Background: an optimization exercise with open tools, aiming at small area. Do not read the settings as production practice.
For this run, only the layout was checked, not whether the RTL still works.
Power is estimated from default activity; no workload was simulated.

--- design.v ---
module acio_core (
    input             clk,
    input             rst,             
    input             cmd_valid,
    output            cmd_ready,
    input      [31:0] cmd_word,
    input      [31:0] cmd_data,
    output reg        resp_valid,
    output reg [7:0]  resp_code,
    output reg [31:0] resp_rdata,
    input             ch_present,
    input      [15:0] ch_avail,
    input      [7:0]  ch_rdata,
    output            ch_rd,
    output            ch_open,
    output     [31:0] ch_baud,
    output            ch_close,
    output            ch_discard,
    output            ch_wr,
    output     [7:0]  ch_wdata,
    output            ch_flush,
    input             ch_flush_done,
    output            ring_wr,
    input      [31:0] now
);
    localparam PAYLOAD_CAP = 32;
    localparam MIN_FRAME   = 6;
    localparam MAX_LEN     = MIN_FRAME + PAYLOAD_CAP;
    localparam SYNC_N      = 10;
    localparam NBAUD_MAX   = 8;
    localparam [7:0] C_OK          = 8'h00;
    localparam [7:0] C_FRAME_READY = 8'h01;
    localparam [7:0] C_PENDING     = 8'h02;
    localparam [7:0] C_CSUM_FAIL   = 8'h03;
    localparam [7:0] C_BUS_DOWN    = 8'h04;
    localparam [7:0] C_BUS_RESET   = 8'h05;
    localparam [7:0] C_NO_ACTIVITY = 8'h06;
    localparam [7:0] C_CH_UNAVAIL  = 8'h07;
    localparam [7:0] C_CONFIG_ERR  = 8'h08;
    localparam [7:0] C_AD_EXHAUST  = 8'h09;
    localparam [7:0] C_LENGTH_ERR  = 8'h0A;
    localparam [7:0] C_ILLEGAL     = 8'h0B;
    localparam [7:0] C_BAD_CSR     = 8'h0C;
    localparam [4:0] S_IDLE      = 5'd0,
                     S_RESP      = 5'd1,
                     S_RESET     = 5'd2,
                     S_B_CHECK   = 5'd3,
                     S_BB_CLOSE  = 5'd4,
                     S_BB_OPEN   = 5'd5,
                     S_BB_DISC   = 5'd6,
                     S_B_FINISH  = 5'd7,
                     S_AD_CHECK  = 5'd8,
                     S_AD_CLOSE  = 5'd9,
                     S_AD_OPEN   = 5'd10,
                     S_AD_DISC   = 5'd11,
                     S_AD_WAIT   = 5'd12,
                     S_AD_READ   = 5'd13,
                     S_AD_EVAL   = 5'd14,
                     S_AD_EXH    = 5'd15,
                     S_POLL      = 5'd16,
                     S_ASM       = 5'd17,
                     S_COMPLETE  = 5'd18,
                     S_REC_CLOSE = 5'd19,
                     S_SEND      = 5'd20,
                     S_TX        = 5'd21,
                     S_TX_ESC    = 5'd22,
                     S_FLUSH     = 5'd23,
                     S_FLUSH_W   = 5'd24,
                     S_CSR       = 5'd25;
    reg [4:0]  state;
    reg [31:0] cmd_r;
    reg [31:0] data_r;
    reg        begin_auto;    
    reg        nested;        
    reg        st_ready, st_fatal, st_chopen;
    reg        codec_esc;
    reg [7:0]  codec_sync;
    reg [7:0]  fa_pos;
    reg [7:0]  w_pre, w_node, w_cmd, w_fid, w_len, w_csum;
    reg [7:0]  w_pay [0:PAYLOAD_CAP-1];
    reg [31:0] ad_attempts;
    reg [2:0]  ad_idx;
    reg [3:0]  ad_cnt;
    reg        ad_allsync;
    reg        cfg_mode, cfg_no_restart, cfg_ring_en;
    reg [31:0] quiet_timeout;
    reg [31:0] cur_baud;
    reg [31:0] last_act;
    reg [3:0]  baud_count;
    reg [2:0]  baud_index;
    reg [31:0] ad_max;
    reg [31:0] baud_list [0:NBAUD_MAX-1];
    reg [7:0]  rx_pre, rx_node, rx_cmd, rx_fid, rx_len, rx_csum;
    reg [7:0]  rx_pay [0:PAYLOAD_CAP-1];
    reg [7:0]  tx_node, tx_cmd, tx_fid, tx_len;
    reg [7:0]  tx_pay [0:PAYLOAD_CAP-1];
    reg [7:0]  tx_k;         
    reg [7:0]  tx_sum;       
    integer i;
    wire [7:0]  op   = cmd_word[7:0];
    wire        fmtN = (cmd_word[31:8] == 24'd0);
    wire        fmtF = (cmd_word[31:9] == 23'd0);
    wire        fmtA = (cmd_word[15:8] == 8'd0);
    wire [15:0] addr = cmd_r[31:16];
    wire [4:0]  pay_sel  = addr[4:0];     
    wire [2:0]  baud_sel = addr[2:0];     
    assign cmd_ready = (state == S_IDLE);
    reg        csr_mapped;
    reg        csr_ro;
    reg [31:0] csr_value;
    always @(*) begin
        csr_mapped = 1'b1;
        csr_ro     = 1'b0;
        csr_value  = 32'd0;
        if (addr >= 16'h0100 && addr < 16'h0100 + PAYLOAD_CAP) begin
            csr_ro    = 1'b1;
            csr_value = {24'd0, rx_pay[pay_sel]};
        end else if (addr >= 16'h0200 && addr < 16'h0200 + PAYLOAD_CAP) begin
            csr_value = {24'd0, tx_pay[pay_sel]};
        end else if (addr >= 16'h0010 && addr < 16'h0010 + NBAUD_MAX) begin
            csr_value = baud_list[baud_sel];
        end else begin
            case (addr)
                16'h0000: begin
                    csr_ro    = 1'b1;
                    csr_value = {8'd0, codec_sync, fa_pos, 4'd0,
                                 codec_esc, st_chopen, st_fatal, st_ready};
                end
                16'h0001: csr_value = {29'd0, cfg_ring_en, cfg_no_restart, cfg_mode};
                16'h0002: csr_value = quiet_timeout;
                16'h0003: begin csr_ro = 1'b1; csr_value = cur_baud; end
                16'h0004: begin csr_ro = 1'b1; csr_value = last_act; end
                16'h0005: csr_value = {28'd0, baud_count};
                16'h0006: begin csr_ro = 1'b1; csr_value = {29'd0, baud_index}; end
                16'h0007: csr_value = ad_max;
                16'h0020: begin csr_ro = 1'b1; csr_value = {rx_fid, rx_cmd, rx_node, rx_pre}; end
                16'h0021: begin csr_ro = 1'b1; csr_value = {16'd0, rx_csum, rx_len}; end
                16'h0030: csr_value = {tx_fid, tx_cmd, tx_node, 8'hAA};
                16'h0031: csr_value = {24'd0, tx_len};
                default:  csr_mapped = 1'b0;
            endcase
        end
    end
    reg [7:0] rx_sum;
    always @(*) begin
        rx_sum = w_pre + w_node + w_cmd + w_fid + w_len;
        for (i = 0; i < PAYLOAD_CAP; i = i + 1)
            rx_sum = rx_sum + w_pay[i];
    end
    reg [7:0] tx_frame_sum;
    always @(*) begin
        tx_frame_sum = 8'hAA + tx_node + tx_cmd + tx_fid + tx_len;
        for (i = 0; i < PAYLOAD_CAP; i = i + 1)
            if (i + MIN_FRAME < tx_len)
                tx_frame_sum = tx_frame_sum + tx_pay[i];
    end
    wire       rd_now    = (state == S_ASM) && (ch_avail != 16'd0);
    wire       raw_esc   = !codec_esc && (ch_rdata == 8'hFF);
    wire       raw_aa    = !codec_esc && (ch_rdata == 8'hAA);
    wire [7:0] logical   = codec_esc ? ~ch_rdata : ch_rdata;
    wire [7:0] w_pidx    = fa_pos - 8'd5;
    wire [7:0] sync_inc  = (codec_sync == 8'hFF) ? 8'hFF : codec_sync + 8'd1;
    assign ring_wr = rd_now && raw_aa && (codec_sync == 8'd0) && cfg_ring_en;
    reg [7:0] tx_byte;
    wire [7:0] tx_pidx = tx_k - 8'd5;
    always @(*) begin
        case (tx_k)
            8'd0: tx_byte = 8'hAA;
            8'd1: tx_byte = tx_node;
            8'd2: tx_byte = tx_cmd;
            8'd3: tx_byte = tx_fid;
            8'd4: tx_byte = tx_len;
            default: begin
                if (tx_k == tx_len - 8'd1)
                    tx_byte = tx_sum;
                else
                    tx_byte = tx_pay[tx_pidx[4:0]];
            end
        endcase
    end
    wire tx_needs_esc = (tx_k != 8'd0) && (tx_byte == 8'hAA || tx_byte == 8'hFF);
    assign ch_rd      = rd_now || (state == S_AD_READ);
    assign ch_open    = (state == S_BB_OPEN) || (state == S_AD_OPEN);
    assign ch_baud    = (state == S_AD_OPEN) ? baud_list[ad_idx] : data_r;
    assign ch_close   = (state == S_RESET) || (state == S_BB_CLOSE) ||
                        (state == S_AD_CLOSE) || (state == S_AD_EXH) ||
                        (state == S_REC_CLOSE);
    assign ch_discard = (state == S_BB_DISC) || (state == S_AD_DISC);
    assign ch_wr      = (state == S_TX) || (state == S_TX_ESC);
    assign ch_wdata   = (state == S_TX_ESC) ? ~tx_byte :
                        tx_needs_esc ? 8'hFF : tx_byte;
    assign ch_flush   = (state == S_FLUSH);
    task respond(input [7:0] code, input [31:0] rdata);
        begin
            resp_code  <= code;
            resp_rdata <= rdata;
            state      <= S_RESP;
        end
    endtask
    task fa_clear;
        begin
            fa_pos <= 8'd0;
            w_pre  <= 8'd0;
            w_node <= 8'd0;
            w_cmd  <= 8'd0;
            w_fid  <= 8'd0;
            w_len  <= 8'd0;
            w_csum <= 8'd0;
            for (i = 0; i < PAYLOAD_CAP; i = i + 1)
                w_pay[i] <= 8'd0;
        end
    endtask
    always @(posedge clk) begin
        resp_valid <= 1'b0;
        if (rst) begin
            state          <= S_IDLE;
            cmd_r          <= 32'd0;
            data_r         <= 32'd0;
            begin_auto     <= 1'b0;
            nested         <= 1'b0;
            resp_code      <= 8'd0;
            resp_rdata     <= 32'd0;
            st_ready       <= 1'b0;
            st_fatal       <= 1'b0;
            st_chopen      <= 1'b0;
            codec_esc      <= 1'b0;
            codec_sync     <= 8'd0;
            ad_attempts    <= 32'd0;
            ad_idx         <= 3'd0;
            ad_cnt         <= 4'd0;
            ad_allsync     <= 1'b0;
            cfg_mode       <= 1'b0;
            cfg_no_restart <= 1'b0;
            cfg_ring_en    <= 1'b1;
            quiet_timeout  <= 32'd50000;
            cur_baud       <= 32'd0;
            last_act       <= 32'd0;
            baud_count     <= 4'd0;
            baud_index     <= 3'd0;
            ad_max         <= 32'd0;
            for (i = 0; i < NBAUD_MAX; i = i + 1)
                baud_list[i] <= 32'd0;
            rx_pre  <= 8'd0;
            rx_node <= 8'd0;
            rx_cmd  <= 8'd0;
            rx_fid  <= 8'd0;
            rx_len  <= 8'd0;
            rx_csum <= 8'd0;
            for (i = 0; i < PAYLOAD_CAP; i = i + 1) begin
                rx_pay[i] <= 8'd0;
                tx_pay[i] <= 8'd0;
            end
            tx_node <= 8'd0;
            tx_cmd  <= 8'd0;
            tx_fid  <= 8'd0;
            tx_len  <= 8'd0;
            tx_k    <= 8'd0;
            tx_sum  <= 8'd0;
            fa_clear;
        end else begin
            case (state)
            S_IDLE: begin
                if (cmd_valid) begin
                    cmd_r  <= cmd_word;
                    data_r <= cmd_data;
                    nested <= 1'b0;
                    case (op)
                        8'h01: if (fmtN) begin begin_auto <= 1'b1; state <= S_B_CHECK; end
                               else respond(C_ILLEGAL, 32'd0);
                        8'h02: if (fmtN) begin begin_auto <= 1'b0; state <= S_B_CHECK; end
                               else respond(C_ILLEGAL, 32'd0);
                        8'h03: if (fmtN) state <= S_POLL;
                               else respond(C_ILLEGAL, 32'd0);
                        8'h04: if (fmtN) state <= S_RESET;
                               else respond(C_ILLEGAL, 32'd0);
                        8'h05: if (fmtF) begin
                                   cfg_no_restart <= cmd_word[8];
                                   respond(C_OK, 32'd0);
                               end else respond(C_ILLEGAL, 32'd0);
                        8'h06: if (fmtN) state <= S_SEND;
                               else respond(C_ILLEGAL, 32'd0);
                        8'h07, 8'h08: if (fmtA) state <= S_CSR;
                               else respond(C_ILLEGAL, 32'd0);
                        default: respond(C_ILLEGAL, 32'd0);
                    endcase
                end
            end
            S_RESP: begin
                resp_valid <= 1'b1;
                state      <= S_IDLE;
            end
            S_CSR: begin
                if (!csr_mapped) begin
                    respond(C_BAD_CSR, 32'd0);
                end else if (cmd_r[7:0] == 8'h07) begin
                    respond(C_OK, csr_value);
                end else if (csr_ro) begin
                    respond(C_BAD_CSR, 32'd0);
                end else if (addr == 16'h0005 && data_r[3:0] > NBAUD_MAX) begin
                    respond(C_BAD_CSR, 32'd0);
                end else begin
                    if (addr >= 16'h0200 && addr < 16'h0200 + PAYLOAD_CAP)
                        tx_pay[pay_sel] <= data_r[7:0];
                    else if (addr >= 16'h0010 && addr < 16'h0010 + NBAUD_MAX)
                        baud_list[baud_sel] <= data_r;
                    else begin
                        case (addr)
                            16'h0001: begin
                                cfg_mode       <= data_r[0];
                                cfg_no_restart <= data_r[1];
                                cfg_ring_en    <= data_r[2];
                            end
                            16'h0002: quiet_timeout <= data_r;
                            16'h0005: baud_count    <= data_r[3:0];
                            16'h0007: ad_max        <= data_r;
                            16'h0030: begin
                                tx_node <= data_r[15:8];
                                tx_cmd  <= data_r[23:16];
                                tx_fid  <= data_r[31:24];
                            end
                            16'h0031: tx_len <= data_r[7:0];
                            default: ;
                        endcase
                    end
                    respond(C_OK, 32'd0);
                end
            end
            S_RESET: begin
                st_chopen <= 1'b0;
                st_ready  <= 1'b0;
                respond(C_OK, 32'd0);
            end
            S_B_CHECK: begin
                if (st_fatal) begin
                    respond(nested ? C_BUS_DOWN : C_CH_UNAVAIL, 32'd0);
                end else if (!ch_present) begin
                    st_fatal <= 1'b1;
                    st_ready <= 1'b0;
                    respond(nested ? C_BUS_DOWN : C_CH_UNAVAIL, 32'd0);
                end else if (begin_auto && baud_count == 4'd0) begin
                    respond(nested ? C_BUS_DOWN : C_CONFIG_ERR, 32'd0);
                end else begin
                    st_ready <= 1'b0;
                    if (begin_auto) begin
                        ad_idx      <= 3'd0;
                        ad_attempts <= 32'd0;
                        state       <= S_AD_CHECK;
                    end else begin
                        state <= S_BB_CLOSE;
                    end
                end
            end
            S_BB_CLOSE: begin
                st_chopen <= 1'b0;
                state     <= S_BB_OPEN;
            end
            S_BB_OPEN: begin
                st_chopen <= 1'b1;
                state     <= S_BB_DISC;
            end
            S_BB_DISC: begin
                cur_baud <= data_r;
                state    <= S_B_FINISH;
            end
            S_B_FINISH: begin
                codec_esc  <= 1'b0;
                codec_sync <= 8'd0;
                fa_clear;
                last_act   <= now;
                st_ready   <= 1'b1;
                respond(nested ? C_BUS_RESET : C_OK, 32'd0);
            end
            S_AD_CHECK: begin
                if (ad_max != 32'd0 && ad_attempts == ad_max) begin
                    state <= S_AD_EXH;
                end else begin
                    ad_attempts <= ad_attempts + 32'd1;
                    baud_index  <= ad_idx;
                    state       <= S_AD_CLOSE;
                end
            end
            S_AD_CLOSE: begin
                st_chopen <= 1'b0;
                state     <= S_AD_OPEN;
            end
            S_AD_OPEN: begin
                st_chopen <= 1'b1;
                state     <= S_AD_DISC;
            end
            S_AD_DISC: begin
                ad_cnt     <= 4'd0;
                ad_allsync <= 1'b1;
                state      <= S_AD_WAIT;
            end
            S_AD_WAIT: begin
                if (ch_avail >= SYNC_N)
                    state <= S_AD_READ;
            end
            S_AD_READ: begin
                if (ch_rdata != 8'hAA)
                    ad_allsync <= 1'b0;
                ad_cnt <= ad_cnt + 4'd1;
                if (ad_cnt == SYNC_N - 1)
                    state <= S_AD_EVAL;
            end
            S_AD_EVAL: begin
                if (ad_allsync) begin
                    cur_baud <= baud_list[ad_idx];
                    state    <= S_B_FINISH;
                end else begin
                    if ({1'b0, ad_idx} + 4'd1 == baud_count)
                        ad_idx <= 3'd0;
                    else
                        ad_idx <= ad_idx + 3'd1;
                    state <= S_AD_CHECK;
                end
            end
            S_AD_EXH: begin
                st_chopen <= 1'b0;
                respond(nested ? C_BUS_DOWN : C_AD_EXHAUST, 32'd0);
            end
            S_POLL: begin
                if (!st_ready) begin
                    respond(C_BUS_DOWN, 32'd0);
                end else if (ch_avail >= MIN_FRAME) begin
                    last_act <= now;
                    state    <= S_ASM;
                end else if ((now - last_act) > quiet_timeout) begin
                    state <= S_REC_CLOSE;
                end else begin
                    respond(C_NO_ACTIVITY, 32'd0);
                end
            end
            S_ASM: begin
                if (ch_avail == 16'd0) begin
                    if (!codec_esc)
                        respond(C_PENDING, 32'd0);
                end else if (raw_esc) begin
                    codec_esc  <= 1'b1;
                    codec_sync <= sync_inc;
                end else begin
                    codec_esc  <= 1'b0;
                    codec_sync <= raw_aa ? 8'd0 : sync_inc;
                    if (fa_pos == 8'd0) begin
                        if (logical != 8'hAA) begin
                            respond(C_PENDING, 32'd0);
                        end else begin
                            w_pre  <= logical;
                            fa_pos <= 8'd1;
                        end
                    end else if (fa_pos == 8'd1) begin
                        w_node <= logical;
                        fa_pos <= 8'd2;
                    end else if (fa_pos == 8'd2) begin
                        w_cmd  <= logical;
                        fa_pos <= 8'd3;
                    end else if (fa_pos == 8'd3) begin
                        w_fid  <= logical;
                        fa_pos <= 8'd4;
                    end else if (fa_pos == 8'd4) begin
                        if (logical < MIN_FRAME || logical > MAX_LEN) begin
                            fa_clear;
                            respond(C_PENDING, 32'd0);
                        end else begin
                            w_len  <= logical;
                            fa_pos <= 8'd5;
                        end
                    end else if (fa_pos < w_len - 8'd1) begin
                        w_pay[w_pidx[4:0]] <= logical;
                        fa_pos <= fa_pos + 8'd1;
                    end else begin
                        w_csum <= logical;
                        fa_pos <= w_len;
                        state  <= S_COMPLETE;
                    end
                end
            end
            S_COMPLETE: begin
                if (rx_sum == w_csum) begin
                    rx_pre  <= w_pre;
                    rx_node <= w_node;
                    rx_cmd  <= w_cmd;
                    rx_fid  <= w_fid;
                    rx_len  <= w_len;
                    rx_csum <= w_csum;
                    for (i = 0; i < PAYLOAD_CAP; i = i + 1)
                        rx_pay[i] <= w_pay[i];
                    respond(C_FRAME_READY, 32'd0);
                end else begin
                    respond(C_CSUM_FAIL, 32'd0);
                end
                fa_clear;
            end
            S_REC_CLOSE: begin
                st_chopen <= 1'b0;
                st_ready  <= 1'b0;
                if (cfg_no_restart) begin
                    respond(C_BUS_DOWN, 32'd0);
                end else begin
                    nested     <= 1'b1;
                    begin_auto <= 1'b1;
                    state      <= S_B_CHECK;
                end
            end
            S_SEND: begin
                if (!st_ready) begin
                    respond(C_BUS_DOWN, 32'd0);
                end else if (tx_len < MIN_FRAME || tx_len > MAX_LEN) begin
                    respond(C_LENGTH_ERR, 32'd0);
                end else begin
                    tx_sum <= tx_frame_sum;
                    tx_k   <= 8'd0;
                    state  <= S_TX;
                end
            end
            S_TX: begin
                if (tx_needs_esc) begin
                    state <= S_TX_ESC;
                end else if (tx_k == tx_len - 8'd1) begin
                    state <= S_FLUSH;
                end else begin
                    tx_k <= tx_k + 8'd1;
                end
            end
            S_TX_ESC: begin
                if (tx_k == tx_len - 8'd1) begin
                    state <= S_FLUSH;
                end else begin
                    tx_k  <= tx_k + 8'd1;
                    state <= S_TX;
                end
            end
            S_FLUSH: begin
                state <= S_FLUSH_W;
            end
            S_FLUSH_W: begin
                if (ch_flush_done)
                    respond(C_OK, 32'd0);
            end
            default: state <= S_IDLE;
            endcase
        end
    end
endmodule
--- config.mk ---
export PLATFORM = sky130hd
export DESIGN_NAME = acio_core
export DESIGN_NICKNAME = acio_core
export VERILOG_FILES = /design/flow/design.v
export SDC_FILE = /design/flow/constraint.sdc
export NUM_CORES = 4
export LEC_CHECK = 0
export CAP_MARGIN = 20
export CORE_MARGIN = 2
export CORE_UTILIZATION = 40
export SLEW_MARGIN = 20
--- run.sh ---
#!/bin/bash
# synth_recipe.tcl (not shown) runs the flow's synth.tcl, then flattens the netlist and writes it again
# the make line also repeats each setting of config.mk as NAME=value (left out here)
make -C /OpenROAD-flow-scripts/flow DESIGN_CONFIG=/design/flow/config.mk WORK_HOME=/design/flow/orfs CLKGATE_MAP_FILE= SYNTH_SCRIPT=/design/flow/synth_recipe.tcl finish
--- constraint.sdc ---
create_clock -name core_clock -period 40.0 [get_ports {clk}]
set_input_delay 8.0000 -clock core_clock [delete_from_list [all_inputs] [get_ports {clk}]]
set_output_delay 8.0000 -clock core_clock [all_outputs]
set_load 0.01 [all_outputs]
==> run summary <==
==> cells by family after synthesis <==
kind of cell	count (synthesis)	synth area share, %
buffers and inverters	1089	4.59
AOI/OAI and AO/OA	1637	11.6
DFF	1474	40.9
adders and majority gates	613	10.6
muxes	726	12.0
xor gates and xnor gates	404	3.95
and+or+nand+nor	3178	16.4
other	1	0.00413
==> worst reg2reg max path, delay by kind of cell (launching register included) <==
family | cells | cell delay (ns)
AO/OA/AOI/OAI | 40 | 8.99
multiplexers | 4 | 1.08
XOR/XNOR | 25 | 4.73
adder cells (fa/ha/maj) | 37 | 12.56
buffers and inverters | 9 | 0.86
flip-flops | 1 | 0.50
AND/OR/NAND/NOR | 42 | 5.32
==> worst paths after layout <==
| check | start | to | slack, ns |
|---|---|---|---|
| hold reg to reg | cmd_r[2]$_SDFFE_PP0P_ | cmd_r[2]$_SDFFE_PP0P_ | 0.45 |
| setup / recovery | tx_cmd[2]$_SDFFE_PP0P_ | tx_sum[7]$_SDFFE_PP0P_ | 5.74 |
| hold / removal | cmd_r[2]$_SDFFE_PP0P_ | cmd_r[2]$_SDFFE_PP0P_ | 0.45 |
| setup reg to reg | tx_cmd[2]$_SDFFE_PP0P_ | tx_sum[7]$_SDFFE_PP0P_ | 5.74 |
==> synth_stat cells, types with 29 or more instances <==
cell	count
and3_1	293
o21ai_0	265
a21o_1	123
a31oi_1	78
o31ai_1	29
dfxtp_1	706
xor2_1	140
nor2b_1	84
a221oi_1	64
clkbuf_1	501
nor4_1	67
a22oi_1	117
or3_1	39
a222oi_1	30
buf_1	76
nor2_1	1162
a21oi_1	557
and2_1	278
a211oi_1	64
a22o_1	42
edfxtp_1	768
nor3_1	139
or2_2	37
ha_1	353
mux2i_1	406
mux2_2	32
nand2_1	793
nand2b_1	44
mux4_2	288
nand4_1	52
fa_1	260
o21a_1	47
inv_1	480
xnor2_1	260
nand3_1	110
==> metrics by stage <==
| step | setup WS [ns] | instances | hold slack (ns) |
|---|---|---|---|
| floorplan | 9.67 | 9125 | 0.428 |
| global placement | 6.64 | 11904 | 0.439 |
| detailed placement | 6.26 | 11904 | 0.445 |
| CTS | 6.06 | 12207 | 0.454 |
| global route | 3.49 | 12212 | 0.481 |
| finish | 5.74 | 12217 | 0.451 |
==> power breakdown <==
group | switching (W) | total [W] | internal, W
combinational | 0.00101 | 0.00174 | 0.000727
sequential | 0.0000796 | 0.00171 | 0.00163
clock | 0.000680 | 0.00157 | 0.000888
total | 0.00177 | 0.00502 | 0.00325
==> registers in the layout, summed over array words and instances (netlist names), 24 cells and up, named ones only <==
signal         count
ad_max            32
quiet_timeout     32
w_pay            256
rx_pay           256
data_r            32
baud_list        256
resp_rdata        32
last_act          32
ad_attempts       32
tx_pay           256
cur_baud          32
cmd_r             24
==> final cells by class <==
| type | instances | area [um^2] |
|---|---|---|
| Antenna cell | 8 | 20.0 |
| Clock buffer | 204 | 4420 |
| Clock inverter | 99 | 1090 |
| Fill cell | 21162 | 124000 |
| Inverter | 480 | 1800 |
| Multi-Input combinational cell | 6562 | 49800 |
| Sequential cell | 1474 | 37200 |
| Tap cell | 2992 | 3740 |
| Timing Repair Buffer | 398 | 3580 |
==> per-layer routing <==
| metal | wire length [um] | global-route usage (%) | vias to the layer above |
|---|---|---|---|
| met1 | 147000 | 41.6 | 37316 |
| met4 | 23000 | 16.5 | 14 |
| met3 | 34700 | 5.82 | 766 |
| met5 | 96 | 0 | - |
| li1 | - | - | 32413 |
| met2 | 164000 | 48.3 | 4086 |
==> impl_metrics.toml <==
[finish]
fin_util_pct = 45.1
drive_gt1_share_pct = 9.83
design_area_um2 = 102000
fin_nets = 9815
mostFrequentLayoutCell = "nor2_1"
layout_common_cells = "nor2_1, nand2_1, edfxtp_1"
area_delta_synth_final_pct = 11.9

[sta]
worstMarginPinSlew_ns = 1.23
grt_setup_unrepaired = "false"
setup_viol = 0
period_needed_ns = 34.26
slew_headroom_pct = 17.2
drv_slew = 0
max_freq_mhz = 29.2
fin_crit_sh_pct = 85.7
hold_viol_final = 0
fin_setup_tns_ns = 0
skew_ns = 0.0483

[floorplan]
die-width_um = 481
dieArea_um2 = 231000
die_h_um = 481
start_util_pct = 40.3
core_um2 = 225000
ioPinCount = 214
num_rows = 174

[synth]
synthFlopType = "edfxtp_1"
yosys_warnings = 2
synth_edf_count = 768
ys_seq_area_share_pct = 40.9
synthCells = 9122
async_flop_share_pct = 0
synth.avg_cell_area_um2 = 9.97
synth.distinct_cells = 96
syn-cell-area_um2 = 90900
ys_seq_elements = 1474
yosys.area.top_type = "edfxtp_1"
yosysTopAreaCellShare_pct = 25.4
synth_area_leaders = "edfxtp_1, dfxtp_1, mux4_2, fa_1, ha_1"

[setup_path]
worstSetupPathType = "reg2reg"
worstSetupStartpointType = "flop"
worst-r2r-cell-count = 157
cp_data_required_time_ns = 40.67
worst-path-stages = 157
end_kind = "flop"
worst_path_most_repeated_cell = "ha_1"
path_delay_family = "adder cells"
path_buf_inv = 9
crit_slowest_cell = "o21ai_0"
crit_path_max_fanout = 5
worstPathArrival_ns = 34.93
cpPeakStageDelay_ns = 0.60

[route]
vias = 74595
wl_per_cell_um = 30.2
vias_per_cell = 6.11
firstDrtPassIters = 10
drtIter0Drc = 9604
ant_nets = 0
drt_wl_total_mm = 369
remaining_drc_errors = 0

[cts]
clock_path_buffers = 3
clock_latency_ns = 0.87
numCtsBuffers = 161
htreeDepth = 4
clock-sinks = 1474
hold_buffers = 0
cts_tree = "yes"
cts_root_buf = "clkbuf_16"
path_clk_slew_ns = 0.06
cts_setup_buffers = 0
cts_resized = 0

[worst_hold_path]
min_path_type = "reg2reg"
worstHoldPathCells = 2

[global_route]
grt_pass1_vias = 71313
gr-total-overflow = 0
grt_max_degree = 289
grtUsageTotal_pct = 31.2
antenna_found_initial = 16
grt_pass1_wl_mm = 523

[power]
irDropWorstVdd_mv = 0.199
leakagePower_nw = 38.3
p_per_area_nw_per_um2 = 49.3
total_power_w = 0.00502

[outcome]
status = "no timing/DRC/antenna violations"

[placement]
place.gp.congestion = 1.00
hpwlAfterDp_mm = 271
port_buffers = 209
dpl_cell_area_um2 = 96100

[job]
drv_cap = 0

==> separate check: timing with driven ports <==
In the flow no input, the clock included, has a driving cell. The finished layout below was timed again as built, in two steps.
Step 1, drivers: a clkbuf_16 drives clk and a buf_2 each remaining input, both assumed.
Step 2 moves the port delays by t, midway between the first and last clock arrival at a register: inputs arrive t later, outputs are due t later. That takes back most of the time a late clock gives input paths.
Three values: no drivers, after step 1, after step 2; two values: the first two.
t (ns): 0.932
setup WS [ns]: 5.739 / 5.739 / 5.739
clock arrival spread, ns: 0.050 / 0.050
worst register clock-pin slew, ns: 0.07 / 0.07
worst data-port slew with drivers (ns): 0.09
After both steps setup and hold are still met in this run. For this run, drivers alone change the setup slack by 0.000 ns; drivers and shift together by 0.000 ns.
